Source: an optimization exercise on an open RTL-to-GDS flow (aim: small area). Production flows keep margins and buffers that such runs may drop. RTL that was checked went through simulation tests only; none was proved equivalent to the original. Only the layout flow was run in run 1; the RTL was not checked for function there. Power is estimated from default activity; no workload was simulated.

## design/flow/design.v

```verilog
module hlm_mii (
    input  wire        clk,
    input  wire        rst,
    input  wire        acc_we,       
    input  wire [15:0] acc_wdata,
    input  wire        data_we,      
    input  wire [15:0] data_wdata,
    output wire [15:0] acc_rdata,    
    output wire [15:0] data_rdata,   
    output wire        busy,
    output wire        mdc,
    output wire        mdio_o,
    output wire        mdio_oe,
    input  wire        mdio_i
);
    reg  [15:1] acc_q;       
    reg  [15:0] data_q;      
    reg         eng_busy;
    reg  [7:0]  cnt;         
    wire [5:0] slot = cnt[7:2];
    wire       wr   = acc_q[1];
    wire       data_slot = (slot[5:4] == 2'b11);
    wire a_ld   = !rst && acc_we && !eng_busy;
    wire a_hold = !rst && !(acc_we && !eng_busy);
    wire shift  = eng_busy && data_slot && cnt[0] && (cnt[1] == wr);
    wire d_ld    = !rst && data_we;
    wire d_shift = !rst && !data_we && shift;
    wire d_hold  = !rst && !data_we && !shift;
    wire [15:0] d_in = {data_q[14:0], wr ? data_q[15] : mdio_i};
    always @(posedge clk) begin
        acc_q  <= ({15{a_ld}} & acc_wdata[15:1]) | ({15{a_hold}} & acc_q);
        data_q <= ({16{d_ld}} & data_wdata) | ({16{d_shift}} & d_in) |
                  ({16{d_hold}} & data_q);
        if (rst) begin
            eng_busy <= 1'b0;
            cnt      <= 8'd0;
        end else begin
            if (acc_we && !eng_busy) begin
                if (acc_wdata[0])
                    eng_busy <= 1'b1;
            end else if (cnt == 8'hFF) begin
                eng_busy <= 1'b0;
            end
            if (eng_busy)
                cnt <= cnt + 8'd1;
        end
    end
    reg hdr_bit;
    always @(*) begin
        case (slot[3:0])
            4'd0:  hdr_bit = 1'b0;
            4'd1:  hdr_bit = 1'b1;
            4'd2:  hdr_bit = !wr;
            4'd3:  hdr_bit = wr;
            4'd4:  hdr_bit = acc_q[15];
            4'd5:  hdr_bit = acc_q[14];
            4'd6:  hdr_bit = acc_q[13];
            4'd7:  hdr_bit = acc_q[12];
            4'd8:  hdr_bit = acc_q[11];
            4'd9:  hdr_bit = acc_q[10];
            4'd10: hdr_bit = acc_q[9];
            4'd11: hdr_bit = acc_q[8];
            4'd12: hdr_bit = acc_q[7];
            4'd13: hdr_bit = acc_q[6];
            4'd14: hdr_bit = 1'b1;
            default: hdr_bit = 1'b0;
        endcase
    end
    assign mdc     = cnt[1];
    assign mdio_o  = !slot[5] | (slot[4] ? (wr & data_q[15]) : hdr_bit);
    assign mdio_oe = eng_busy & (wr | !(data_slot | (slot[5:1] == 5'b10111)));
    assign busy    = eng_busy;
    assign acc_rdata  = {acc_q, eng_busy};
    assign data_rdata = data_q;
endmodule
module hlm_seq (
    input  wire        clk,
    input  wire        rst,
    input  wire        cmd_valid,
    output wire        cmd_ready,
    input  wire [2:0]  cmd_len,
    input  wire [31:0] cmd_w0,
    input  wire [31:0] cmd_w1,
    input  wire [31:0] cmd_w2,
    input  wire [31:0] cmd_w3,
    input  wire [31:0] cmd_w4,
    output reg         rsp_valid,
    output wire [31:0] rsp_status,
    output wire [31:0] rsp_info,
    output wire [31:0] rsp_res,
    output reg         bus_req,
    output wire        bus_we,
    output wire [11:0] bus_addr,
    output wire [31:0] bus_wdata,
    input  wire        bus_ack,
    input  wire [31:0] bus_rdata,
    input  wire        bus_err,
    output wire        acc_we,
    output wire [15:0] acc_wdata,
    output wire        data_we,
    output wire [15:0] data_wdata,
    input  wire [15:0] acc_rdata,
    input  wire [15:0] data_rdata,
    input  wire        mii_busy
);
    reg         st_int;      
    reg         st_mdio;     
    reg  [2:0]  step;        
    reg         wr;          
    reg         c45;         
    reg  [31:0] res_q;       
    reg  [11:0] addr_q;      
    reg  [3:0]  info_q;      
    reg         ioerr_q;     
    assign cmd_ready  = !(bus_req | st_int | st_mdio);
    assign rsp_status = {29'd0, ioerr_q, 1'b0, |info_q};
    assign rsp_info   = {28'd0, info_q[3:1], info_q[0] | ioerr_q};
    assign rsp_res    = res_q;
    assign bus_we     = wr;
    assign bus_addr   = addr_q;
    assign bus_wdata  = res_q;
    wire [4:0] code  = cmd_w0[4:0];
    wire known  = !(|cmd_w0[31:5]) &&
                  (code[4:1] == 4'b0100 || code[4:2] == 3'b100);
    wire is_reg = !code[4];
    wire is_c45 = code[1];
    wire [2:0] want_len = (is_reg ? 3'd2 : is_c45 ? 3'd4 : 3'd3) + {2'd0, code[0]};
    wire len_ok  = (cmd_len == want_len);
    wire w1_hi   = |cmd_w1[31:12];
    wire w1_ge32 = w1_hi | (|cmd_w1[11:5]);
    wire w2_ge32 = |cmd_w2[31:5];
    wire w3_big  = |cmd_w3[31:16];
    wire w4_big  = |cmd_w4[31:16];
    wire ok1     = known && len_ok;
    wire mdio_ok = ok1 && !is_reg;
    wire f_w0    = !known;
    wire f_len   = known && !len_ok;
    wire f_w1    = ok1 && (is_reg ? w1_hi : w1_ge32);
    wire f_w2    = mdio_ok && !w1_ge32 && w2_ge32;
    wire m_ok2   = mdio_ok && !w1_ge32 && !w2_ge32;
    wire f_w3    = m_ok2 && w3_big && (is_c45 || code[0]);
    wire f_w4    = m_ok2 && is_c45 && code[0] && !w3_big && w4_big;
    wire m_pass  = m_ok2 && !f_w3 && !f_w4;
    wire v_fail  = f_w0 || f_len || f_w1 || f_w2 || f_w3 || f_w4;
    wire [3:0] v_info = f_w0  ? 4'd7 :
                        f_len ? 4'd8 :
                        f_w1  ? (is_reg ? 4'd1 : 4'd2) :
                        f_w2  ? (is_c45 ? 4'd4 : 4'd3) :
                        f_w3  ? (is_c45 ? 4'd5 : 4'd6) :
                        f_w4  ? 4'd6 : 4'd0;
    wire is_mii = (cmd_w1[11:0] == 12'h120) || (cmd_w1[11:0] == 12'h124);
    wire acc      = cmd_valid && cmd_ready;
    wire bus_done = bus_req && bus_ack;
    wire m_idle   = st_mdio && !mii_busy;
    wire m_done   = m_idle && step[2];
    wire launch   = m_idle && !step[2];
    wire s_w0  = acc && f_w0;
    wire s_len = acc && f_len;
    wire s_w1  = acc && f_w1;
    wire s_w2  = acc && (f_w2 || (ok1 && is_reg && !w1_hi));
    wire s_w3  = acc && (f_w3 || m_pass);
    wire s_w4l = acc && m_pass;
    wire s_w4  = acc && f_w4;
    wire s_bus = bus_done && (bus_err || !wr);
    wire s_d   = !wr && ((st_int && addr_q[2]) || m_done);
    wire s_a   = !wr && st_int && !addr_q[2];
    wire s_hld = !(acc || st_int || bus_done || m_done);
    always @(posedge clk) begin
        res_q <= ({32{s_w0}} & cmd_w0) |
                 ({32{s_len}} & {29'd0, cmd_len}) |
                 ({32{s_w1}} & cmd_w1) |
                 ({32{s_w2}} & cmd_w2) |
                 ({32{s_w3}} & cmd_w3) |
                 ({32{s_w4l}} & {cmd_w4[15:0], 16'd0}) |
                 ({32{s_w4}} & cmd_w4) |
                 ({32{s_bus}} & bus_rdata) |
                 ({32{s_d}} & {16'd0, data_rdata}) |
                 ({32{s_a}} & {16'd0, acc_rdata}) |
                 ({32{s_hld}} & res_q);
    end
    always @(posedge clk) begin
        addr_q <= ({12{acc}} & {cmd_w1[11:10], 5'd0, cmd_w1[4:0]}) |
                  ({12{acc && is_reg}} & {2'd0, cmd_w1[9:5], 5'd0}) |
                  ({12{acc && !is_reg}} & {2'd0, cmd_w2[4:0], 5'd0}) |
                  ({12{!acc}} & addr_q);
    end
    wire [4:0]  phy   = addr_q[4:0];
    wire [4:0]  regad = addr_q[9:5];
    wire        last  = (step[1:0] == 2'd3);
    wire [4:0]  t_reg = (last && !c45) ? regad : (step[0] ? 5'h0E : 5'h0D);
    wire [15:0] t_acc = {phy, t_reg, 4'd0, !last | wr, 1'b1};
    wire int_acc  = st_int && wr && !addr_q[2];
    wire int_data = st_int && wr && addr_q[2];
    wire d_lo  = st_int || (launch && step[0] && !(last && c45));
    wire d_hi  = launch && last && c45;
    wire d_dev = launch && !step[0];
    assign acc_we     = int_acc || launch;
    assign data_we    = int_data || launch;
    assign acc_wdata  = ({16{st_int}} & res_q[15:0]) | ({16{launch}} & t_acc);
    assign data_wdata = ({16{d_lo}} & res_q[15:0]) | ({16{d_hi}} & res_q[31:16]) |
                        ({16{d_dev}} & {1'b0, step[1], 9'd0, regad});
    always @(posedge clk) begin
        if (rst) begin
            st_int    <= 1'b0;
            st_mdio   <= 1'b0;
            bus_req   <= 1'b0;
            rsp_valid <= 1'b0;
        end else begin
            rsp_valid <= 1'b0;
            if (acc) begin
                info_q  <= v_info;
                ioerr_q <= 1'b0;
                wr      <= code[0];
                c45     <= is_c45;
                step    <= is_c45 ? 3'd0 : 3'd3;
                if (v_fail)
                    rsp_valid <= 1'b1;
                else if (!is_reg)
                    st_mdio <= 1'b1;
                else if (is_mii)
                    st_int <= 1'b1;
                else
                    bus_req <= 1'b1;
            end
            if (st_int) begin
                st_int    <= 1'b0;
                rsp_valid <= 1'b1;
            end
            if (bus_done) begin
                bus_req   <= 1'b0;
                rsp_valid <= 1'b1;
                ioerr_q   <= bus_err;
            end
            if (m_idle) begin
                if (step[2]) begin
                    st_mdio   <= 1'b0;
                    rsp_valid <= 1'b1;
                end else begin
                    step <= step + 3'd1;
                end
            end
        end
    end
endmodule
module hlm_top (
    input  wire        clk,
    input  wire        rst,
    input  wire        cmd_valid,
    output wire        cmd_ready,
    input  wire [2:0]  cmd_len,
    input  wire [31:0] cmd_w0,
    input  wire [31:0] cmd_w1,
    input  wire [31:0] cmd_w2,
    input  wire [31:0] cmd_w3,
    input  wire [31:0] cmd_w4,
    output wire        rsp_valid,
    output wire [31:0] rsp_status,
    output wire [31:0] rsp_info,
    output wire [31:0] rsp_res,
    output wire        bus_req,
    output wire        bus_we,
    output wire [11:0] bus_addr,
    output wire [31:0] bus_wdata,
    input  wire        bus_ack,
    input  wire [31:0] bus_rdata,
    input  wire        bus_err,
    output wire        mdc,
    output wire        mdio_o,
    output wire        mdio_oe,
    input  wire        mdio_i
);
    wire        acc_we, data_we, mii_busy;
    wire [15:0] acc_wdata, data_wdata;
    wire [15:0] acc_rdata, data_rdata;
    hlm_seq u_seq (
        .clk(clk), .rst(rst),
        .cmd_valid(cmd_valid), .cmd_ready(cmd_ready), .cmd_len(cmd_len),
        .cmd_w0(cmd_w0), .cmd_w1(cmd_w1), .cmd_w2(cmd_w2), .cmd_w3(cmd_w3), .cmd_w4(cmd_w4),
        .rsp_valid(rsp_valid), .rsp_status(rsp_status), .rsp_info(rsp_info), .rsp_res(rsp_res),
        .bus_req(bus_req), .bus_we(bus_we), .bus_addr(bus_addr), .bus_wdata(bus_wdata),
        .bus_ack(bus_ack), .bus_rdata(bus_rdata), .bus_err(bus_err),
        .acc_we(acc_we), .acc_wdata(acc_wdata), .data_we(data_we), .data_wdata(data_wdata),
        .acc_rdata(acc_rdata), .data_rdata(data_rdata), .mii_busy(mii_busy)
    );
    hlm_mii u_mii (
        .clk(clk), .rst(rst),
        .acc_we(acc_we), .acc_wdata(acc_wdata), .data_we(data_we), .data_wdata(data_wdata),
        .acc_rdata(acc_rdata), .data_rdata(data_rdata), .busy(mii_busy),
        .mdc(mdc), .mdio_o(mdio_o), .mdio_oe(mdio_oe), .mdio_i(mdio_i)
    );
endmodule
```

## design/flow/flow/run.sh

```bash
#!/bin/bash
# The standard layout, with the port buffers and the clock tree built from
# smaller cells. Every port still gets a buffer, and the clock tree is
# built by CTS as usual. Full tool output goes to logs in this folder.
set -euo pipefail
export BUFFER_PORTS_ARGS="-buffer_cell sky130_fd_sc_hd__buf_1"
export CTS_ARGS="-sink_clustering_enable -repair_clock_nets -buf_list sky130_fd_sc_hd__clkbuf_8 -dont_use_dummy_load"
bash standard.sh > standard_make.log 2>&1
```

## design/flow/standard.sh

```bash
#!/bin/bash
# synth_recipe.tcl (not shown) runs the flow's synth.tcl, then flattens the netlist and writes it again
# the make line also repeats each setting of config.mk as NAME=value (left out here)
make -C /OpenROAD-flow-scripts/flow DESIGN_CONFIG=/design/flow/config.mk WORK_HOME=/design/flow/orfs CLKGATE_MAP_FILE= SYNTH_SCRIPT=/design/flow/synth_recipe.tcl "${@:-finish}"
```

## design/flow/config.mk

```make
export PLATFORM = sky130hd
export DESIGN_NAME = hlm_top
export DESIGN_NICKNAME = hlm_top
export VERILOG_FILES = /design/flow/design.v
export SDC_FILE = /design/flow/constraint.sdc
export NUM_CORES = 4
export LEC_CHECK = 0
export CAP_MARGIN = 20
export CORE_MARGIN = 2
export CORE_UTILIZATION = 40
export SLEW_MARGIN = 20
```

## design/flow/constraint.sdc

```tcl
create_clock -name core_clock -period 6.0 [get_ports {clk}]
set_input_delay 1.2000 -clock core_clock [delete_from_list [all_inputs] [get_ports {clk}]]
set_output_delay 1.2000 -clock core_clock [all_outputs]
set_load 0.01 [all_outputs]
```

==> qor.yml, run 1 <==
design_area_sq_um: 7740
routabilityCongestion: 0.916
io_pins: 348
dpl-instance-area_sq_um: 7620
grt_max_degree: 43
cts_max_path_buffers: 2
required_ns: 6.29
placement_rows: 48
synth_cell_types: 80
period_minus_slack_ns: 4.06
syn_area_sq_um: 6900
post_cts_buffers: 0
cp.arrival_ns: 4.35
dp.cells: 1257
yosysTopAreaCell: "dfxtp_1"
ant_nets: 0
dr.pass1.iters: 6
hp-class: "reg2reg"
final-setup-viol-count: 0
drive_gt1_share_pct: 6.92
synth_xor_area_share_pct: 1.27
syn_to_final_growth_pct: 12.2
cp_cell_sequence: "buf_1 -> inv_1 -> nor2_1 -> ha_1 -> xor2_1 -> nor3_1 -> buf_4 -> nand3_1 -> or2_1 -> o21ai_1 -> a221o_1"
synth-edff-count: 17
nets: 1247
port_buffers: 289
post_drt_via_cell_ratio: 5.91
synth_top_family_by_area: "compound AO/OA/AOI/OAI gates"
path_max_fanout: 18
coreArea_sq_um: 17100
run_status: "timing/DRC/antenna clean"
fmax_mhz: 246
final_hold_viol_count: 0
end_kind: "register"
critPathKind: "in2reg"
root_buffer: "clkbuf_8"
muxShareOfSynthArea_pct: 5.98
worst-path-buf-inv: 3
synthCells: 818
synthSimpleGateAreaFrac_pct: 19.3
synth_ff_type: "dfxtp_1"
drc: 0
cts_made_buffers: 9
synth_most_common_cell: "nand2_1"
finalCritPeriodShare_pct: 67.6
nFillCells: 1863
yosys-top-cells-count: "nand2_1 (101), buf_4 (95), dfxtp_1 (81)"
clock_latency_ns: 0.40
drt_wl_total_mm: 30.8
power_density_nw_per_um2: 183
clk_pin_slew_ns: 0.10
synth_area_per_cell_sq_um: 8.44
die_x_um: 135
yosys-top-cells-area: "dfxtp_1 (23%), buf_4 (10%), edfxtp_1 (7.4%)"
startpoint_type: "input port"
r2r_start: "u_seq.st_int"
p_leak_nw: 2.54
synthAdderAreaFrac_pct: 0.544
cts_tree: "built"
cpPeakStageDelay_ns: 0.76
drv_cap: 0
critical-path-top-delay-family: "buffers and inverters"
die_h_um: 135
dr_total_vias: 7489
hold_buffers: 0
start_util_pct: 40.5
yosysSeqAreaShare_pct: 30.9
slew_headroom_pct: 31.1
rsz0062_at_grt: "false"
slew_violations: 0
stdcell_count: 1267
post_cts_resized: 0
synth_compound_gate_area_share_pct: 27.1
overflow: 0
drt_iter0_drc: 1057
wl_per_cell_um: 24.3
htreeDepth: 3
slowest_stage: "or2_1"
grt_pass1_vias: 6927
synth_async_sr_flop_share_pct: 0
tns_ns: 0
peakVddDrop_mv: 0.0831
hold_ws_ns: 0.459
hold_start: "u_mii.acc_q[2]"
ys_seq_elements: 98
antenna_found_initial: 1
fp.dieArea_sq_um: 18300
grt_pass1_wl_mm: 43.2
dp_hpwl_mm: 24.5
cts.sinks: 98
fin_worst_skew_ns: 0.0243
yosysWarnings: 2
worst_pin_slew_ns: 1.03
grt_use_total_pct: 32.3
crit_path_start: "cmd_w0[4]"
synth_top_area_share_pct: 23.5
worst reg2reg max path, delay by kind of cell (launching register included):
family | cells | cell delay, ns
AO/OA/AOI/OAI | 4 | 0.56
buffers and inverters | 2 | 0.71
flip-flops | 1 | 1.01
AND/OR/NAND/NOR | 3 | 1.05
power breakdown:
part | internal, mW | leakage [nW] | switching [mW] | total [mW]
clock network | 0.135 | 0.0647 | 0.224 | 0.359
registers | 0.699 | 0.840 | 0.0637 | 0.763
logic | 0.101 | 1.63 | 0.194 | 0.294
total | 0.935 | 2.54 | 0.481 | 1.42
per-stage QoR:
step           worst slack [ns]  power (mW)  utilization [%]
6_report                   1.94        1.42             45.4
5_1_grt                    1.65        1.46             45.4
4_1_cts                    2.04        1.41             45.4
3_5_place_dp               1.63        1.06             44.7
3_3_place_gp               1.70        1.06             44.7
2_1_floorplan              2.79       0.939                -
area by class of cell:
class / count / area (sq um) / area share [%]
Sequential cell: 98 / 2130 / 27.5
Multi-Input combinational cell: 614 / 3970 / 51.2
Tap cell: 225 / 282 / 3.63
Antenna cell: 1 / 2.50 / 0.0323
Timing Repair Buffer: 298 / 1150 / 14.9
Inverter: 22 / 87.6 / 1.13
Clock buffer: 9 / 124 / 1.60
flip-flops by register name, summed over array words and instances (netlist names), named ones only:
name and cells:
u_mii.data_q 16, u_seq.step 3, u_seq.addr_q 5, u_mii.eng_busy 1, u_mii.cnt 8, u_seq.st_int 1, u_seq.bus_req 1, u_seq.rsp_valid 1
u_seq.ioerr_q 1, u_seq.info_q 4, u_mii.acc_q 15, u_seq.st_mdio 1, u_seq.c45 1, u_seq.res_q 32, u_seq.wr 1
cell families (layout without fill, tap and decap cells):
group / count (synthesis) / after routing
flip-flops: 98 / 98
multiplexers: 40 / 40
other: 1 / 59
AND/OR/NAND/NOR: 245 / 245
buffers and inverters: 163 / 329
AO/OA/AOI/OAI: 258 / 258
XOR/XNOR: 10 / 10
adder cells (fa/ha/maj): 3 / 3
path summary, 6_finish.rpt:
kind                                         to  slack, ns  cells past startpoint
worst max-delay path            u_seq.res_q[28]       1.94                     11
worst min-delay path             u_mii.acc_q[2]       0.46                      2
worst max register to register  u_seq.res_q[28]       2.61                      9
worst min register to register   u_mii.acc_q[2]       0.46                      2
per-layer routing:
metal,vias to the layer above,wire length (um),global-route usage [%]
li1,3373,-,-
met1,3536,12100,42.7
met2,504,14500,52.3
met3,76,2930,6.29
met4,0,1140,12.1
met5,-,0,0
layout by cell type (no fill, tap or decap), types with 21 or more instances in the layout:
cell type	n
inv_1	21
a22oi_1	31
nor2_1	35
a222oi_1	21
nand2_1	101
buf_1	289
conb_1	58
dfxtp_1	81
a21oi_1	60
mux2i_1	39
nor4_1	26
o211ai_1	22
==> run 2, diff against run 1 <==
--- a/design/flow/design.v
+++ b/design/flow/design.v
@@ -31,19 +31,9 @@
         acc_q  <= ({15{a_ld}} & acc_wdata[15:1]) | ({15{a_hold}} & acc_q);
         data_q <= ({16{d_ld}} & data_wdata) | ({16{d_shift}} & d_in) |
                   ({16{d_hold}} & data_q);
-        if (rst) begin
-            eng_busy <= 1'b0;
-            cnt      <= 8'd0;
-        end else begin
-            if (acc_we && !eng_busy) begin
-                if (acc_wdata[0])
-                    eng_busy <= 1'b1;
-            end else if (cnt == 8'hFF) begin
-                eng_busy <= 1'b0;
-            end
-            if (eng_busy)
-                cnt <= cnt + 8'd1;
-        end
+        cnt      <= (cnt + 8'd1) & {8{eng_busy && !rst}};
+        eng_busy <= !rst && (eng_busy ? (cnt != 8'hFF)
+                                      : (acc_we && acc_wdata[0]));
     end
     reg hdr_bit;
     always @(*) begin
@@ -179,10 +169,8 @@
                  ({32{s_hld}} & res_q);
     end
     always @(posedge clk) begin
-        addr_q <= ({12{acc}} & {cmd_w1[11:10], 5'd0, cmd_w1[4:0]}) |
-                  ({12{acc && is_reg}} & {2'd0, cmd_w1[9:5], 5'd0}) |
-                  ({12{acc && !is_reg}} & {2'd0, cmd_w2[4:0], 5'd0}) |
-                  ({12{!acc}} & addr_q);
+        if (acc)
+            addr_q <= {cmd_w1[11:10], is_reg ? cmd_w1[9:5] : cmd_w2[4:0], cmd_w1[4:0]};
     end
     wire [4:0]  phy   = addr_q[4:0];
     wire [4:0]  regad = addr_q[9:5];
@@ -200,6 +188,10 @@
     assign data_wdata = ({16{d_lo}} & res_q[15:0]) | ({16{d_hi}} & res_q[31:16]) |
                         ({16{d_dev}} & {1'b0, step[1], 9'd0, regad});
     always @(posedge clk) begin
+        info_q  <= {4{acc}} & v_info;
+        ioerr_q <= bus_done && bus_err;
+    end
+    always @(posedge clk) begin
         if (rst) begin
             st_int    <= 1'b0;
             st_mdio   <= 1'b0;
@@ -208,8 +200,6 @@
         end else begin
             rsp_valid <= 1'b0;
             if (acc) begin
-                info_q  <= v_info;
-                ioerr_q <= 1'b0;
                 wr      <= code[0];
                 c45     <= is_c45;
                 step    <= is_c45 ? 3'd0 : 3'd3;
@@ -229,7 +219,6 @@
             if (bus_done) begin
                 bus_req   <= 1'b0;
                 rsp_valid <= 1'b1;
-                ioerr_q   <= bus_err;
             end
             if (m_idle) begin
                 if (step[2]) begin
==> design/flow/flow/run.sh (replaced) <==
#!/bin/bash
# The standard layout with these changes:
#  - synthesis maps with an area-oriented ABC script (flow/abc_area.script);
#    everything else in synthesis is ORFS's and the standard flow's own script, so the
#    registers are the standard synthesis's
#  - port buffers are buf_1 (every port still gets one)
#  - the clock tree uses clkbuf_8 and no dummy loads
#  - constant outputs share the single tie cell synthesis makes
# Each tool's full output goes to a log in this folder (and ORFS's own logs
# under orfs/logs).
set -euo pipefail
HERE=$(pwd)
export BUFFER_PORTS_ARGS="-buffer_cell sky130_fd_sc_hd__buf_1"
export CTS_ARGS="-sink_clustering_enable -repair_clock_nets -buf_list sky130_fd_sc_hd__clkbuf_8 -dont_use_dummy_load"
export SKIP_REPAIR_TIE_FANOUT=1
rm -rf scripts_area
cp -r "$FLOW_HOME/scripts" scripts_area
cp flow/abc_area.script scripts_area/abc_speed.script
bash standard.sh SCRIPTS_DIR="$HERE/scripts_area" synth > synth_make.log 2>&1
bash standard.sh > standard_make.log 2>&1
==> design/flow/flow/abc_area.script (new file) <==
&get -n
&st
&deepsyn -T 60
&dch -f
&nf -p -F 10 -A 10 -C 32 -R 1000
&put
--- a/design/flow/config.mk
+++ b/design/flow/config.mk
@@ -7,5 +7,6 @@
 export LEC_CHECK = 0
 export CAP_MARGIN = 20
 export CORE_MARGIN = 2
-export CORE_UTILIZATION = 40
+export CORE_UTILIZATION = 30
+export GPL_TIMING_DRIVEN = 0
 export SLEW_MARGIN = 20
==> run 2 against run 1 <==
Effect of this change:
- non-clock buffer count increased by 92
- combinational power rose by 32%
- synthesized cell count is 20% lower
- register-to-register slack worse by 0.51 ns
- routed wire length decreased by 2.2%
- clock skew grew 0.0056 ns
- synthesized area decreased by 16%
- critical path depth unchanged
- worst setup slack got worse by 1.0 ns
- highest routed layer is now met5
==> qor.yml, run 2 <==
run_status: "timing/DRC/antenna clean"
synth_area_per_cell_sq_um: 8.88  # +5.2%
r2r_start: "u_seq.st_int"
root_buffer: "clkbuf_8"
overflow: 0  # unchanged
drt_iter0_drc: 879  # -17%
cts.sinks: 98  # unchanged
hp-class: "reg2reg"
grt_pass1_vias: 6418  # -7.3%
cts_tree: "built"
ant_nets: 0  # unchanged
synth-edff-count: 17  # unchanged
placement_rows: 50  # +4.2%
detailedPlace.worstSlack_ns: 0.516  # -1.11 ns
die_h_um: 143  # +5.7%
power_mw: 1.53  # +8.3%
startpoint_type: "input port"
synthCells: 654  # -20%
synth_compound_gate_area_share_pct: 28.2  # +1.1 points
p_leak_nw: 2.86  # +13%
final-setup-viol-count: 0  # unchanged
largest_registers: "u_seq.res_q (32), u_mii.data_q (16), u_mii.acc_q (15)"
routabilityCongestion: 0.950  # +3.7%
synthSimpleGateAreaFrac_pct: 19.5  # +0.23 points
grtUsageMet1_pct: 37.1  # -5.6 points
slew_violations: 0  # unchanged
hold_buffers: 0  # unchanged
synth_top_area_share_pct: 27.9  # +4.4 points
post_drt_via_cell_ratio: 5.76  # -2.5%
drt_wl_total_mm: 30.1  # -2.2%
synth_xor_area_share_pct: 0.754  # -0.51 points
worst_pin_slew_ns: 1.12  # +0.0859 ns
crit_end: "u_seq.res_q[26]"
port_buffers: 289  # unchanged
antenna_found_initial: 1  # unchanged
syn_to_final_growth_pct: 29.6
dr.pass1.iters: 8  # +2
die_x_um: 143  # +5.7%
nets: 1165  # -6.6%
clock_latency_ns: 0.39  # about the same
drv_cap: 0  # unchanged
synth_most_common_cell: "buf_4"
required_ns: 6.32  # +0.03 ns
met2_usage_pct: 46.0  # -6.3 points
cts_made_buffers: 9  # unchanged
drive_gt1_share_pct: 13.0  # +6.1 points
synth_async_sr_flop_share_pct: 0  # unchanged
post_cts_buffers: 0  # unchanged
layout_common_cells: "buf_1 (289), buf_4 (97), nand2_1 (86), dfxtp_1 (81), a222oi_1 (55)"
slew_headroom_pct: 25.5  # -5.6 points
synth_ff_type: "dfxtp_1"
yosys-top-cells-area: "dfxtp_1 (28%), buf_4 (12%), a222oi_1 (9.5%)"
busiest_layer: "met2"
yosysSeqAreaShare_pct: 36.7  # +5.8 points
grt_max_degree: 59  # +37%
synth_top_family_by_area: "compound AO/OA/AOI/OAI gates"
coreArea_sq_um: 18800  # +10%
start_util_pct: 30.8  # -9.6 points
synth_cell_types: 49  # -39%
fin_worst_skew_ns: 0.0299  # +0.00558 ns
fp.dieArea_sq_um: 20500  # +12%
cp.arrival_ns: 5.42  # +1.07 ns
path_max_fanout: 20  # +2
final_hold_viol_count: 0  # unchanged
peakVddDrop_mv: 0.0686  # -17%
ys_seq_elements: 98  # unchanged
fmax_mhz: 196  # -20%
tns_ns: 0  # unchanged
syn_area_sq_um: 5810  # -16%
synthAdderAreaFrac_pct: 0.646  # +0.10 points
wl_per_cell_um: 24.7  # +1.6%
io_pins: 348  # unchanged
rsz0062_at_grt: "false"
critPathKind: "in2reg"
largest_reg_flops: 32  # unchanged
met3_usage_pct: 5.63  # -0.65 points
power_density_nw_per_um2: 204  # +12%
muxShareOfSynthArea_pct: 1.16  # -4.8 points
drc: 0  # unchanged
crit_path_start: "cmd_w0[4]"
r2r_end: "u_seq.res_q[26]"
grt_pass1_wl_mm: 41.8  # -3.3%
dr_total_vias: 7032  # -6.1%
finalCritPeriodShare_pct: 85.0  # +17 points
htreeDepth: 3  # unchanged
post_cts_resized: 0  # unchanged
yosysTopAreaCell: "dfxtp_1"
final.setup.worst_slack_ns: 0.899  # -1.04 ns
timing.reg2reg.setup_slack_ns: 2.10  # -0.51 ns
clk_pin_slew_ns: 0.09  # about the same
grt_use_total_pct: 28.0  # -4.3 points
period_minus_slack_ns: 5.10  # +1.04 ns
cts_max_path_buffers: 2  # unchanged
end_kind: "register"
rr_worst_depth: 7  # -2
final_common_cell: "buf_1"
yosysWarnings: 2  # unchanged
dp_hpwl_mm: 24.4  # -0.50%
yosys-top-cells-count: "buf_4 (94), nand2_1 (86), dfxtp_1 (81)"
regMostFlops: "u_seq.res_q"
[run 2: cell families after synthesis]
family / Yosys count
buffers and inverters: 106
and+or+nand+nor: 232
other: 1
adders and majority gates: 3
AOI/OAI and AO/OA: 203
muxes: 6
DFF: 98
xor gates and xnor gates: 5
[run 2: how the worst min path moves through the flow]
stage | from | to | slack [ns] | depth (start not counted)
after floorplan | u_mii.cnt[0] | u_mii.cnt[0] | 0.43 | 1
after global routing | u_mii.data_q[12] | u_mii.data_q[13] | 0.48 | 2
after CTS | u_mii.data_q[12] | u_mii.data_q[13] | 0.45 | 2
final | u_mii.data_q[12] | u_mii.data_q[13] | 0.45 | 2
after detailed placement | u_mii.data_q[7] | u_mii.data_q[8] | 0.45 | 2
after global placement | u_mii.data_q[7] | u_mii.data_q[8] | 0.45 | 2
[run 2: layer usage]
| metal | vias to the layer above | wire (um) |
|---|---|---|
| li1 | 3148 | - |
| met1 | 3373 | 12100 |
| met2 | 468 | 14200 |
| met3 | 41 | 3080 |
| met4 | 2 | 660 |
| met5 | - | 13 |
[run 2: cell type report]
cell class	count	area (sq um)
Fill cell	2051	11300
Multi-Input combinational cell	450	2990
Sequential cell	98	2130
Timing Repair Buffer	296	1200
Buffer	94	706
Tap cell	260	325
Clock buffer	9	124
Inverter	12	45.0
Antenna cell	1	2.50
[run 2: through the flow]
step                      std cells  area [sq um]  hold WS (ns)  utilization (%)
after floorplan                 654          5810         0.425                -
after global placement         1203          7220         0.447             38.3
after detailed placement       1210          7400         0.451             39.3
after CTS                      1219          7520         0.453             39.9
after global routing           1219          7520         0.475             39.9
final                          1220          7520         0.449             40.0
[run 2: worst max-delay path, cell delays in order]
cell      delay [ns]
buf_1           0.50
clkinv_1        0.41
nor2_1          0.19
ha_1            0.25
xor2_1          0.16
nor3_1          0.37
nand2b_1        0.12
nand2b_1        0.54
nand2b_1        0.52
nor2_1          0.85
a221o_1         0.29
[run 2: power by group]
group | internal, mW | leakage (nW) | switching (mW)
logic | 0.172 | 1.96 | 0.216
clock network | 0.135 | 0.0647 | 0.227
registers | 0.711 | 0.831 | 0.0726
total | 1.02 | 2.86 | 0.516
==> run 3, diff against run 2 <==
--- a/design/flow/flow/run.sh
+++ b/design/flow/flow/run.sh
@@ -13,6 +13,7 @@
 export BUFFER_PORTS_ARGS="-buffer_cell sky130_fd_sc_hd__buf_1"
 export CTS_ARGS="-sink_clustering_enable -repair_clock_nets -buf_list sky130_fd_sc_hd__clkbuf_8 -dont_use_dummy_load"
 export SKIP_REPAIR_TIE_FANOUT=1
+export GPL_KEEP_OVERFLOW=0
 rm -rf scripts_area
 cp -r "$FLOW_HOME/scripts" scripts_area
 cp flow/abc_area.script scripts_area/abc_speed.script
--- a/design/flow/config.mk
+++ b/design/flow/config.mk
@@ -8,5 +8,4 @@
 export CAP_MARGIN = 20
 export CORE_MARGIN = 2
 export CORE_UTILIZATION = 30
-export GPL_TIMING_DRIVEN = 0
 export SLEW_MARGIN = 20
==> run 3 against run 2 <==
Effect of this change:
- clock skew fell by 0.012 ns
- cell area is 9.4% lower
- synthesized cell count is the same
- routed wire length is 0.33% higher
- final cell count down 7.6%
- clock power decreased by 1%
- die area unchanged
- combinational power fell by 15%
- worst setup slack improved by 0.023 ns
- core utilization is 3.8 points lower
- sequential share of layout area increased by 2.9 points
- largest power group unchanged
- highest routed layer is now met4
==> qor.yml, run 3 <==
run_status: "timing/DRC/antenna clean"
synthCells: 654  # unchanged
final-setup-viol-count: 0  # unchanged
dr_total_vias: 6756  # -3.9%
port_buffers: 289  # unchanged
power.share.clock_pct: 24.4  # +0.8 points
coreArea_sq_um: 18800  # unchanged
path_max_fanout: 20  # unchanged
required_ns: 6.33  # about the same
io_pins: 348  # unchanged
placement_rows: 50  # unchanged
synth-edff-count: 17  # unchanged
p_int_uw: 966  # -5.1%
synth_cell_types: 49  # unchanged
wl_per_cell_um: 26.8  # +8.6%
drv_cap: 0  # unchanged
drive_gt1_share_pct: 3.58  # -9.5 points
yosys-top-cells-area: "dfxtp_1 (28%), buf_4 (12%), a222oi_1 (9.5%)"
post_cts_buffers: 0  # unchanged
htreeDepth: 3  # unchanged
netSwitchingFraction_pct: 34.5  # +0.85 points
cp.arrival_ns: 5.41  # about the same
yosysTopAreaCell: "dfxtp_1"
synth_top_area_share_pct: 27.9  # unchanged
die_x_um: 143  # unchanged
yosysSeqAreaShare_pct: 36.7  # unchanged
layout_common_cells: "buf_1 (289), nand2_1 (86), dfxtp_1 (81), a222oi_1 (55), a221o_1 (41)"
design_area_sq_um: 6820  # -9.4%
antenna_found_initial: 1  # unchanged
cts_tree: "built"
end_kind: "register"
finalCritPeriodShare_pct: 84.6  # -0.38 points
regMostFlops: "u_seq.res_q"
dp.cells: 1117  # -7.7%
start_util_pct: 30.8  # unchanged
fin_worst_skew_ns: 0.0174  # -0.0125 ns
post_cts_resized: 0  # unchanged
drt_iter0_drc: 962  # +9.4%
worst_pin_slew_ns: 1.01  # -0.103 ns
cts_made_buffers: 9  # unchanged
dp_hpwl_mm: 24.5  # +0.56%
nets: 1072  # -8.0%
final_common_cell: "buf_1"
synth_most_common_cell: "buf_4"
dr.pass1.iters: 9  # +1
stdcell_count: 1127  # -7.6%
clock_latency_ns: 0.39  # about the same
grt_use_total_pct: 28.6  # +0.62 points
startpoint_type: "input port"
critPathKind: "in2reg"
root_buffer: "clkbuf_8"
drc: 0  # unchanged
nFillCells: 2056  # +0.24%
dpl-instance-area_sq_um: 6690  # -9.6%
cts.sinks: 98  # unchanged
power_density_nw_per_um2: 216  # +6.1%
slew_headroom_pct: 32.1  # +6.6 points
p_switching_uw: 508  # -1.5%
period_minus_slack_ns: 5.08  # -0.0229 ns
grt_pass1_wl_mm: 42.0  # +0.58%
ys_seq_elements: 98  # unchanged
syn_area_sq_um: 5810  # unchanged
syn_to_final_growth_pct: 17.4
peakVddDrop_mv: 0.0798  # +16%
hold_buffers: 0  # unchanged
p_comb_share_pct: 22.4  # -2.9 points
drt_wl_total_mm: 30.2  # +0.33%
overflow: 0  # unchanged
final_hold_viol_count: 0  # unchanged
grt_pass1_vias: 6415  # -0.047%
p_leak_nw: 2.37  # -17%
grt_max_degree: 59  # unchanged
ant_nets: 0  # unchanged
fmax_mhz: 197  # +0.45%
fp.dieArea_sq_um: 20500  # unchanged
die_h_um: 143  # unchanged
rsz0062_at_grt: "false"
routabilityCongestion: 0.938  # -1.2%
post_drt_via_cell_ratio: 5.99  # +4.0%
clk_pin_slew_ns: 0.09  # about the same
synth_ff_type: "dfxtp_1"
hp-class: "reg2reg"
synth_async_sr_flop_share_pct: 0  # unchanged
slew_violations: 0  # unchanged
seq_power_share_pct: 53.2  # +2.2 points
yosys-top-cells-count: "buf_4 (94), nand2_1 (86), dfxtp_1 (81)"
largest_reg_flops: 32  # unchanged
largest_registers: "u_seq.res_q (32), u_mii.data_q (16), u_mii.acc_q (15)"
synth_area_per_cell_sq_um: 8.88  # unchanged
yosysWarnings: 2  # unchanged
cts_max_path_buffers: 2  # unchanged
[run 3: cell counts after synthesis]
No cell type changed its count.
[run 3: power groups by stage]
stage	Clock, mW	Sequential, mW	Combinational, mW
floorplan	0	0.773	0.201
global placement	0	0.800	0.322
detailed placement	0	0.799	0.326
CTS	0.362	0.784	0.327
global route	0.382	0.789	0.354
finish	0.359	0.785	0.330
[run 3: logic make-up (layout without fill, tap and decap cells)]
family / Yosys count / count (layout) / share of synthesized area [%]
DFF: 98 / 98 / 36.7
buffers and inverters: 106 / 318 / 12.9
and+or+nand+nor: 232 / 232 / 19.5
AOI/OAI and AO/OA: 203 / 203 / 28.2
other: 1 / 2 / 0.0646
xor gates and xnor gates: 5 / 5 / 0.754
muxes: 6 / 6 / 1.16
adders and majority gates: 3 / 3 / 0.646
[run 3: layout make-up]
cell class / instances / area, sq um / share of cell area, %
multi-input combinational: 450 / 2990 / 43.8
tap: 260 / 325 / 4.77
clock buffer: 9 / 124 / 1.82
inverter: 12 / 45.0 / 0.661
timing repair buffer: 297 / 1200 / 17.6
sequential: 98 / 2130 / 31.3
antenna: 1 / 2.50 / 0.0367
[run 3: final timing paths]
| check | slack [ns] | startpoint | endpoint | cells past startpoint |
|---|---|---|---|---|
| min reg2reg | 0.47 | u_mii.cnt[0] | u_mii.cnt[0] | 1 |
| min | 0.47 | u_mii.cnt[0] | u_mii.cnt[0] | 1 |
| max reg2reg | 2.29 | u_seq.st_int | u_seq.res_q[17] | 7 |
| max | 0.92 | cmd_w0[4] | u_seq.res_q[17] | 11 |
[run 3: layer usage]
layer | up-vias | wire length, um | GRT usage, %
met1 | 3264 | 12000 | 36.1
met5 | - | 0 | 0
met3 | 53 | 3080 | 7.68
li1 | 2964 | - | -
met2 | 475 | 14300 | 47.6
met4 | 0 | 815 | 8.96
[run 3: stage by stage]
stage / setup TNS [ns] / util (%) / setup slack, ns / total power, mW / hold slack [ns]
floorplan: 0 / - / 1.75 / 0.973 / 0.425
detailed placement: 0 / 35.5 / 0.656 / 1.13 / 0.445
CTS: 0 / 36.2 / 1.06 / 1.47 / 0.461
global route: 0 / 36.2 / 0.822 / 1.52 / 0.484
finish: 0 / 36.2 / 0.922 / 1.47 / 0.470
global placement: -1.42 / 34.6 / -0.207 / 1.12 / 0.442
[run 3: critical path: stages]
cell and delay [ns]:
buf_1 0.50, clkinv_1 0.43, nor2_1 0.18, ha_1 0.25, xor2_1 0.16, nor3_1 0.40
nand2b_1 0.14, nand2b_1 0.53, nand2b_1 0.47, nor2_1 0.83, a221o_1 0.30
==> run 4, diff against run 3 <==
--- a/design/flow/flow/run.sh
+++ b/design/flow/flow/run.sh
@@ -13,7 +13,6 @@
 export BUFFER_PORTS_ARGS="-buffer_cell sky130_fd_sc_hd__buf_1"
 export CTS_ARGS="-sink_clustering_enable -repair_clock_nets -buf_list sky130_fd_sc_hd__clkbuf_8 -dont_use_dummy_load"
 export SKIP_REPAIR_TIE_FANOUT=1
-export GPL_KEEP_OVERFLOW=0
 rm -rf scripts_area
 cp -r "$FLOW_HOME/scripts" scripts_area
 cp flow/abc_area.script scripts_area/abc_speed.script
==> run 4 against run 3 <==
Effect of this change:
- core utilization decreased by 0.17 points
- still clean on timing, DRC and antenna
- first-iteration DRC count is 5.1% higher
- register-to-register slack improved by 0.16 ns
- routed wire length grew 0.50%
- total power is 0.22% higher
- hold slack improved by 0.0014 ns
==> qor.yml, run 4 <==
path_max_fanout: 20  # unchanged
tns_ns: 0  # unchanged
hold_start: "u_mii.data_q[9]"
yosysSeqAreaShare_pct: 36.7  # unchanged
synthCells: 654  # unchanged
cts_tree: "built"
dp_hpwl_mm: 24.3  # -0.96%
cts.sinks: 98  # unchanged
final-setup-viol-count: 0  # unchanged
finalCritPeriodShare_pct: 75.5  # -9.1 points
fmax_mhz: 221  # +12%
hold_end: "u_mii.data_q[10]"
hold_buffers: 0  # unchanged
regMostFlops: "u_seq.res_q"
dr_total_vias: 6831  # +1.1%
synth_top_area_share_pct: 27.9  # unchanged
clock_latency_ns: 0.39  # about the same
cp.arrival_ns: 4.86  # -0.55 ns
drt_wl_total_mm: 30.3  # +0.50%
largest_reg_flops: 32  # unchanged
synth-edff-count: 17  # unchanged
syn_to_final_growth_pct: 16.8
topRoutingLayerUsed: "met5"
end_kind: "register"
fp.dieArea_sq_um: 20500  # unchanged
required_ns: 6.33  # about the same
synth_ff_type: "dfxtp_1"
rsz0062_at_grt: "false"
nFillCells: 2064  # +0.39%
die_x_um: 143  # unchanged
grt_use_total_pct: 28.6  # -0.060 points
placement_rows: 50  # unchanged
syn_area_sq_um: 5810  # unchanged
timing.reg2reg.setup_slack_ns: 2.45  # +0.16 ns
wl_per_cell_um: 26.7  # -0.47%
routabilityCongestion: 0.935  # -0.32%
final_hold_viol_count: 0  # unchanged
clk_pin_slew_ns: 0.09  # about the same
slowest_stage: "nor2_1"
antenna_found_initial: 4  # +3
post_drt_via_cell_ratio: 6.00  # +0.13%
ys_seq_elements: 98  # unchanged
grt_max_degree: 59  # unchanged
worstHoldPathCells: 2  # +1
cp_common_cell: "nand2b_1"
r2r_start: "u_seq.st_int"
largest_registers: "u_seq.res_q (32), u_mii.data_q (16), u_mii.acc_q (15)"
drt_iter0_drc: 1011  # +5.1%
die_h_um: 143  # unchanged
stdcell_count: 1138  # +0.98%
grt_pass1_vias: 6488  # +1.1%
synth_async_sr_flop_share_pct: 0  # unchanged
worst_pin_slew_ns: 1.02  # +0.00639 ns
overflow: 0  # unchanged
yosysTopAreaCell: "dfxtp_1"
yosys-top-cells-count: "buf_4 (94), nand2_1 (86), dfxtp_1 (81)"
final_common_cell: "buf_1"
root_buffer: "clkbuf_8"
cts_made_buffers: 9  # unchanged
cpPeakStageDelay_ns: 0.78  # -0.05 ns
layout_common_cells: "buf_1 (289), nand2_1 (86), dfxtp_1 (81), a222oi_1 (55), a221o_1 (41)"
cp_cell_sequence: "buf_1 -> nor4_1 -> nand4_1 -> nor4_1 -> nand4_1 -> nand2b_1 -> nand2b_1 -> nand2b_1 -> nor2_1 -> a221o_1"
run_status: "timing/DRC/antenna clean"
power_density_nw_per_um2: 218  # +0.70%
start_util_pct: 30.8  # unchanged
grt_pass1_wl_mm: 42.0  # about the same
nets: 1080  # +0.75%
wl_met2_mm: 14.2  # -1.3%
drv_cap: 0  # unchanged
dr.pass1.iters: 10  # +1
slew_headroom_pct: 31.9  # -0.21 points
critPathKind: "in2reg"
slew_violations: 0  # unchanged
coreArea_sq_um: 18800  # unchanged
period_minus_slack_ns: 4.53  # -0.548 ns
ant_nets: 0  # unchanged
yosysWarnings: 2  # unchanged
io_pins: 348  # unchanged
startpoint_type: "input port"
hp-class: "reg2reg"
dr_wl_met3_mm: 3.37  # +9.7%
drc: 0  # unchanged
synth_most_common_cell: "buf_4"
met1_length_mm: 11.9  # -0.76%
dp.cells: 1125  # +0.72%
cts_max_path_buffers: 2  # unchanged
r2r_end: "u_seq.res_q[23]"
post_cts_resized: 0  # unchanged
yosys-top-cells-area: "dfxtp_1 (28%), buf_4 (12%), a222oi_1 (9.5%)"
p_leak_nw: 2.38  # +0.56%
seqCellArea_sq_um: 2130  # unchanged
fin_worst_skew_ns: 0.0245  # +0.00709 ns
post_cts_buffers: 0  # unchanged
synth_cell_types: 49  # unchanged
synth_area_per_cell_sq_um: 8.88  # unchanged
multi_input_area_sq_um: 2940  # -1.5%
rr_worst_depth: 8  # +1
htreeDepth: 3  # unchanged
peakVddDrop_mv: 0.0808  # +1.2%
drive_gt1_share_pct: 3.32  # -0.26 points
port_buffers: 289  # unchanged
[run 4: per-stage QoR]
step	setup slack, ns	power, mW	hold slack (ns)	utilization [%]	cell area, sq um
after floorplan	1.75	0.973	0.425	-	5810
after global placement	1.27	1.12	0.443	35.3	6650
after detailed placement	1.19	1.12	0.450	35.3	6650
after CTS	1.58	1.47	0.467	36.0	6780
after global routing	1.29	1.53	0.496	36.0	6780
final	1.47	1.48	0.471	36.0	6790
[run 4: area by class of cell]
type | count | area share, %
Tap cell | 260 | 4.79
Inverter | 12 | 0.664
Sequential cell | 98 | 31.4
Antenna cell | 4 | 0.148
Timing Repair Buffer | 305 | 17.8
Multi-Input combinational cell | 450 | 43.4
Clock buffer | 9 | 1.83
[run 4: kinds of logic after synthesis]
kind of cell	synth area share, %
flip-flops	36.7
AO/OA/AOI/OAI	28.2
multiplexers	1.16
buffers and inverters	12.9
adder cells (fa/ha/maj)	0.646
XOR/XNOR	0.754
AND/OR/NAND/NOR	19.5
other	0.0646
[run 4: critical path: cells and delay by family]
family          cells  cell delay [ns]
simple gates        8             3.26
buf+inv             1             0.09
compound gates      1             0.29
[run 4: worst max path at each step]
stage               depth (start not counted)               to  startpoint
finish                                     10  u_seq.res_q[23]  cmd_w0[22]
global route                               11  u_seq.res_q[29]  cmd_w0[10]
CTS                                        10  u_seq.res_q[23]  cmd_w0[10]
detailed placement                         10  u_seq.res_q[23]  cmd_w0[10]
global placement                           11  u_seq.res_q[29]  cmd_w0[10]
floorplan                                   7  u_seq.res_q[10]  cmd_w1[25]
[run 4: per-layer routing]
metal | vias up | track usage, %
met1 | 3276 | 37.3
met4 | 2 | 10.5
met2 | 513 | 46.5
li1 | 2980 | -
met3 | 60 | 6.00
met5 | - | 0
[run 4: report_power, final]
part / total [mW] / internal (mW) / switching (mW) / leakage (nW)
logic: 0.329 / 0.119 / 0.210 / 1.48
registers: 0.785 / 0.710 / 0.0748 / 0.831
clock network: 0.364 / 0.135 / 0.228 / 0.0647
==> run 5, diff against run 4 <==
--- a/design/flow/config.mk
+++ b/design/flow/config.mk
@@ -5,7 +5,7 @@
 export SDC_FILE = /design/flow/constraint.sdc
 export NUM_CORES = 4
 export LEC_CHECK = 0
-export CAP_MARGIN = 20
+export CAP_MARGIN = 0
 export CORE_MARGIN = 2
 export CORE_UTILIZATION = 30
-export SLEW_MARGIN = 20
+export SLEW_MARGIN = 0
==> run 5 against run 4 <==
Effect of this change:
- synthesized cell count unchanged
- synthesized area is the same
- sequential share of layout area unchanged
- worst setup slack did not move
==> qor.yml, run 5 <==
synth_most_common_cell: "buf_4"
rr_worst_depth: 8  # unchanged
final-setup-viol-count: 0  # unchanged
regMostFlops: "u_seq.res_q"
port_buffers: 289  # unchanged
drt_wl_total_mm: 30.3  # unchanged
io_pins: 348  # unchanged
finalCritPeriodShare_pct: 75.5  # unchanged
p_leak_nw: 2.38  # unchanged
slew_violations: 0  # unchanged
cts_tree: "built"
hold_end: "u_mii.data_q[10]"
timing.reg2reg.setup_slack_ns: 2.45  # about the same
synth_area_per_cell_sq_um: 8.88  # unchanged
hold_start: "u_mii.data_q[9]"
cts_max_path_buffers: 2  # unchanged
path_max_fanout: 20  # unchanged
yosysSeqAreaShare_pct: 36.7  # unchanged
cp_cell_sequence: "buf_1 -> nor4_1 -> nand4_1 -> nor4_1 -> nand4_1 -> nand2b_1 -> nand2b_1 -> nand2b_1 -> nor2_1 -> a221o_1"
dr.pass1.iters: 10  # unchanged
slowest_stage: "nor2_1"
dr_total_vias: 6831  # unchanged
fmax_mhz: 221  # unchanged
root_buffer: "clkbuf_8"
wl_per_cell_um: 26.7  # unchanged
post_cts_buffers: 0  # unchanged
post_drt_via_cell_ratio: 6.00  # unchanged
worst_pin_slew_ns: 1.02  # unchanged
largest_registers: "u_seq.res_q (32), u_mii.data_q (16), u_mii.acc_q (15)"
slew_headroom_pct: 31.9  # unchanged
nets: 1080  # unchanged
rsz0062_at_grt: "false"
run_status: "timing/DRC/antenna clean"
drt_iter0_drc: 1011  # unchanged
final_common_cell: "buf_1"
post_cts_resized: 0  # unchanged
synth_ff_type: "dfxtp_1"
cp.arrival_ns: 4.86  # about the same
grt_max_degree: 59  # unchanged
drive_gt1_share_pct: 3.32  # unchanged
synth-edff-count: 17  # unchanged
start_util_pct: 30.8  # unchanged
grt_use_total_pct: 28.6  # unchanged
power_density_nw_per_um2: 218  # unchanged
r2r_start: "u_seq.st_int"
worstHoldPathCells: 2  # unchanged
clock_latency_ns: 0.39  # about the same
grt_pass1_wl_mm: 42.0  # unchanged
final_hold_viol_count: 0  # unchanged
die_h_um: 143  # unchanged
ant_nets: 0  # unchanged
yosys-top-cells-area: "dfxtp_1 (28%), buf_4 (12%), a222oi_1 (9.5%)"
critPathKind: "in2reg"
cts_made_buffers: 9  # unchanged
tns_ns: 0  # unchanged
coreArea_sq_um: 18800  # unchanged
antenna_found_initial: 4  # unchanged
clk_pin_slew_ns: 0.09  # about the same
required_ns: 6.33  # about the same
hp-class: "reg2reg"
peakVddDrop_mv: 0.0808  # unchanged
r2r_end: "u_seq.res_q[23]"
cp_common_cell: "nand2b_1"
synth_async_sr_flop_share_pct: 0  # unchanged
startpoint_type: "input port"
ys_seq_elements: 98  # unchanged
routabilityCongestion: 0.935  # unchanged
largest_reg_flops: 32  # unchanged
yosysWarnings: 2  # unchanged
drc: 0  # unchanged
utilization_pct: 36.0  # unchanged
htreeDepth: 3  # unchanged
synth_top_area_share_pct: 27.9  # unchanged
syn_area_sq_um: 5810  # unchanged
yosys-top-cells-count: "buf_4 (94), nand2_1 (86), dfxtp_1 (81)"
drv_cap: 0  # unchanged
syn_to_final_growth_pct: 16.8  # unchanged
grt_pass1_vias: 6488  # unchanged
fin_worst_skew_ns: 0.0245  # unchanged
die_x_um: 143  # unchanged
period_minus_slack_ns: 4.53  # unchanged
cpPeakStageDelay_ns: 0.78  # about the same
overflow: 0  # unchanged
hold_buffers: 0  # unchanged
placement_rows: 50  # unchanged
dp_hpwl_mm: 24.3  # unchanged
layout_common_cells: "buf_1 (289), nand2_1 (86), dfxtp_1 (81), a222oi_1 (55), a221o_1 (41)"
synth_cell_types: 49  # unchanged
cts.sinks: 98  # unchanged
end_kind: "register"
synthCells: 654  # unchanged
yosysTopAreaCell: "dfxtp_1"
fp.dieArea_sq_um: 20500  # unchanged
[run 5: cell counts in the layout (fill, tap and decap cells not counted)]
No cell type changed its count.
[run 5: logic make-up after synthesis]
logic type | count (synthesis) | share of synthesized area, %
other | 1 | 0.0646
DFF | 98 | 36.7
xor gates and xnor gates | 5 | 0.754
buffers and inverters | 106 | 12.9
AOI/OAI and AO/OA | 203 | 28.2
and+or+nand+nor | 232 | 19.5
adders and majority gates | 3 | 0.646
muxes | 6 | 1.16
[run 5: final cells by class]
cell class / count / area [sq um]
antenna: 4 / 10.0
clock buffer: 9 / 124
fill: 2064 / 12000
inverter: 12 / 45.0
multi-input combinational: 450 / 2940
sequential: 98 / 2130
tap: 260 / 325
timing repair buffer: 305 / 1200
[run 5: worst max-delay path by stage]
stage / from / endpoint / slack (ns) / depth (start not counted)
final: cmd_w0[22] / u_seq.res_q[23] / 1.47 / 10
after global routing: cmd_w0[10] / u_seq.res_q[29] / 1.29 / 11
after CTS: cmd_w0[10] / u_seq.res_q[23] / 1.58 / 10
after detailed placement: cmd_w0[10] / u_seq.res_q[23] / 1.19 / 10
after global placement: cmd_w0[10] / u_seq.res_q[29] / 1.27 / 11
after floorplan: cmd_w1[25] / u_seq.res_q[10] / 1.75 / 7
[run 5: through the flow]
step	hold slack (ns)	instances	setup WS (ns)	instance area (sq um)	power, mW
2_1_floorplan	0.425	654	1.75	5810	0.973
3_3_place_gp	0.443	1125	1.27	6650	1.12
3_5_place_dp	0.450	1125	1.19	6650	1.12
4_1_cts	0.467	1134	1.58	6780	1.47
5_1_grt	0.496	1134	1.29	6780	1.53
6_report	0.471	1138	1.47	6790	1.48
[run 5: worst max-delay path: cells and delay by family]
kind | cells | cell delay, ns
simple gates | 8 | 3.26
compound gates | 1 | 0.29
buf+inv | 1 | 0.09
[run 5: layer usage]
metal / share of wire (%) / global-route usage (%)
met5: 0.056 / 0
met4: 3.1 / 10.5
met1: 39 / 37.3
met3: 11 / 6.00
met2: 47 / 46.5
[run 5: where the power goes]
group | total [mW] | internal, mW | switching [mW] | leakage [nW]
sequential | 0.785 | 0.710 | 0.0748 | 0.831
clock | 0.364 | 0.135 | 0.228 | 0.0647
combinational | 0.329 | 0.119 | 0.210 | 1.48
==> run 6, diff against run 5 <==
==> design/flow/config.mk (replaced) <==
export PLATFORM = sky130hd
export DESIGN_NAME = hlm_top
export DESIGN_NICKNAME = hlm_top
export VERILOG_FILES = /design/flow/design.v
export SDC_FILE = /design/flow/constraint.sdc
export NUM_CORES = 4
export LEC_CHECK = 0
export CAP_MARGIN = 20
export CORE_MARGIN = 2
export CORE_UTILIZATION = 45
export SLEW_MARGIN = 20
==> run 6 against run 5 <==
Effect of this change:
- via count up 1.1%
- critical path type unchanged
- critical endpoint is now u_seq.res_q[25]
- sequential share of layout area up 0.50 points
- synthesized area unchanged
- routed wire length down 8.3%
- clock skew down 0.0021 ns
- hold slack worse by 0.0053 ns
- core utilization up 17 points
- final cell count down 7.9%
- clock-buffer cell count unchanged
- critical path depth up 3
==> qor.yml, run 6 <==
routabilityCongestion: 1.04  # +11%
cts.sinks: 98  # unchanged
yosys-top-cells-area: "dfxtp_1 (28%), buf_4 (12%), a222oi_1 (9.5%)"
overflow: 0  # unchanged
critPathKind: "in2reg"
slew_headroom_pct: 28.5  # -3.5 points
fp.dieArea_sq_um: 13800  # -32%
grt_pass1_wl_mm: 40.7  # -3.1%
stdcell_count: 1048  # -7.9%
seqCellArea_sq_um: 2130  # unchanged
root_buffer: "clkbuf_8"
cts_max_path_buffers: 2  # unchanged
clock_latency_ns: 0.38  # about the same
cp.arrival_ns: 4.63  # -0.23 ns
drv_cap: 0  # unchanged
yosysTopAreaCell: "dfxtp_1"
start_util_pct: 46.0  # +15 points
worst_pin_slew_ns: 1.07  # +0.0487 ns
cp_cell_sequence: "buf_1 -> buf_4 -> clkinv_1 -> nor2_1 -> ha_1 -> xor2_1 -> nor3_1 -> nand2b_1 -> nand2b_1 -> buf_4 -> nand2b_1 -> nor2_1 -> a221o_1"
dp_hpwl_mm: 22.1  # -9.2%
run_status: "timing/DRC/antenna clean"
yosysSeqAreaShare_pct: 36.7  # unchanged
synth_area_per_cell_sq_um: 8.88  # unchanged
tns_ns: 0  # unchanged
post_drt_via_cell_ratio: 6.59  # +9.8%
yosysWarnings: 2  # unchanged
required_ns: 6.32  # about the same
wl_per_cell_um: 26.6  # -0.38%
dr_total_vias: 6909  # +1.1%
cpPeakStageDelay_ns: 0.86  # +0.08 ns
synthCells: 654  # unchanged
final-setup-viol-count: 0  # unchanged
p_leak_nw: 2.39  # +0.37%
dp.cells: 1039  # -7.6%
period_minus_slack_ns: 4.31  # -0.215 ns
drt_iter0_drc: 995  # -1.6%
hp-class: "reg2reg"
largest_reg_flops: 32  # unchanged
cts_tree: "built"
synth-edff-count: 17  # unchanged
path_max_fanout: 20  # unchanged
final_common_cell: "buf_1"
largest_registers: "u_seq.res_q (32), u_mii.data_q (16), u_mii.acc_q (15)"
nFillCells: 1303  # -37%
critical-path-top-delay-family: "simple AND/OR/NAND/NOR gates"
slew_violations: 0  # unchanged
post_cts_resized: 0  # unchanged
slowest_stage: "nor2_1"
synth_most_common_cell: "buf_4"
placement_rows: 41  # -18%
port_buffers: 289  # unchanged
drc: 0  # unchanged
syn_to_final_growth_pct: 15.0
grt_pass1_vias: 6651  # +2.5%
synth_ff_type: "dfxtp_1"
startpoint_type: "input port"
finalCritPeriodShare_pct: 71.9  # -3.6 points
ys_seq_elements: 98  # unchanged
die_h_um: 118  # -18%
yosys-top-cells-count: "buf_4 (94), nand2_1 (86), dfxtp_1 (81)"
io_pins: 348  # unchanged
fmax_mhz: 232  # +5.0%
post_cts_buffers: 0  # unchanged
clk_pin_slew_ns: 0.09  # about the same
ant_nets: 0  # unchanged
fin_worst_skew_ns: 0.0224  # -0.00212 ns
grt_use_total_pct: 38.7  # +10 points
grt_max_degree: 59  # unchanged
peakVddDrop_mv: 0.0947  # +17%
synth_async_sr_flop_share_pct: 0  # unchanged
final_hold_viol_count: 0  # unchanged
worst-path-buf-inv: 4  # +3
hold_buffers: 0  # unchanged
regMostFlops: "u_seq.res_q"
drive_gt1_share_pct: 3.42  # +0.11 points
synth_cell_types: 49  # unchanged
dr.pass1.iters: 9  # -1
htreeDepth: 3  # unchanged
multi_input_area_sq_um: 2940  # about the same
cts_made_buffers: 9  # unchanged
power_density_nw_per_um2: 219  # +0.43%
antenna_found_initial: 0  # -4
end_kind: "register"
nets: 1082  # +0.19%
syn_area_sq_um: 5810  # unchanged
rsz0062_at_grt: "false"
die_x_um: 118  # -18%
layout_common_cells: "buf_1 (289), nand2_1 (86), dfxtp_1 (81), a222oi_1 (55), a221o_1 (41)"
coreArea_sq_um: 12600  # -33%
cp_common_cell: "nand2b_1"
synth_top_area_share_pct: 27.9  # unchanged
insertedDiodeCount: 0  # -4
drt_wl_total_mm: 27.8  # -8.3%
==> run 6: cell counts after synthesis <==
Identical to the previous run, type by type.
==> run 6: path summary, 6_finish.rpt <==
kind	from	end	slack [ns]	depth (start not counted)
setup / recovery	cmd_w0[4]	u_seq.res_q[25]	1.69	13
hold / removal	u_mii.data_q[7]	u_mii.data_q[8]	0.47	2
setup reg to reg	u_seq.st_int	u_seq.res_q[25]	2.81	9
hold reg to reg	u_mii.data_q[7]	u_mii.data_q[8]	0.47	2
==> run 6: power breakdown <==
| part | internal [mW] | switching [mW] |
|---|---|---|
| clock network | 0.135 | 0.218 |
| registers | 0.710 | 0.0725 |
| logic | 0.119 | 0.205 |
==> run 6: logic make-up after synthesis <==
| family | count (synthesis) | synth area share, % |
|---|---|---|
| AO/OA/AOI/OAI | 203 | 28.2 |
| other | 1 | 0.0646 |
| adder cells (fa/ha/maj) | 3 | 0.646 |
| buffers and inverters | 106 | 12.9 |
| multiplexers | 6 | 1.16 |
| AND/OR/NAND/NOR | 232 | 19.5 |
| flip-flops | 98 | 36.7 |
| XOR/XNOR | 5 | 0.754 |
==> run 6: worst register-to-register path, stage by stage (launching register included) <==
cell and delay [ns]:
dfxtp_1 0.39, nor3_1 0.31, nand2_1 0.26, clkinv_1 0.11, buf_4 0.31, nand2b_1 0.10
buf_4 0.21, nand2b_1 0.28, nor2_1 0.86, a221o_1 0.29
==> run 6: metrics by stage <==
stage | hold WS [ns] | power [mW] | setup slack, ns | util [%] | instance area, sq um
detailed placement | 0.456 | 1.11 | 1.37 | 51.9 | 6560
floorplan | 0.425 | 0.973 | 1.75 | - | 5810
global placement | 0.449 | 1.11 | 1.46 | 51.9 | 6560
global route | 0.487 | 1.50 | 1.44 | 52.9 | 6680
CTS | 0.462 | 1.44 | 1.74 | 52.9 | 6680
finish | 0.466 | 1.46 | 1.69 | 52.9 | 6680
==> run 6: area by class of cell <==
class / instances / area share (%)
well taps: 172 / 3.22
repair buffers: 307 / 18.3
multi-input cells: 450 / 44.1
flip-flops and latches: 98 / 31.9
inverters: 12 / 0.674
clock buffers: 9 / 1.85
==> run 6: metal layers <==
layer | track usage, % | vias to the layer above | routed length (um)
met5 | 0 | - | 0
met4 | 12.6 | 0 | 734
met3 | 9.40 | 71 | 3480
met2 | 63.5 | 586 | 13000
met1 | 50.0 | 3274 | 10600
li1 | - | 2978 | -

[separate check: timing with driven ports]
No port has a modelled driver above. Below, the same layouts with a new extraction and two added sets of constraints.
Step 1, drivers: a clkbuf_16 drives clk and a buf_2 each remaining input, both assumed.
Step 2, shift: input delay + t, output delay - t, t = (earliest + latest rising clock arrival at the registers) / 2. This alone moves slack from input paths to output paths.
Three values: no drivers, after step 1, after step 2; two values: the first two.
run	t (ns)	slack for setup (ns)	worst slew at a driven data input, ns	pins driven straight from the clock port
run 1	0.421	1.942 / 1.929 / 1.508	0.08	1
run 2	0.415	0.899 / 0.909 / 0.494	0.07	1
run 3	0.417	0.922 / 0.935 / 0.518	0.08	1
run 4	0.419	1.470 / 1.489 / 1.070	0.09	1
run 5	0.419	1.470 / 1.489 / 1.070	0.09	1
run 6	0.408	1.686 / 1.701 / 1.293	0.10	1
After both steps setup and hold are still met in every run listed. For run 1, which loses most, drivers alone change the setup slack by -0.013 ns; drivers and shift together by -0.434 ns.
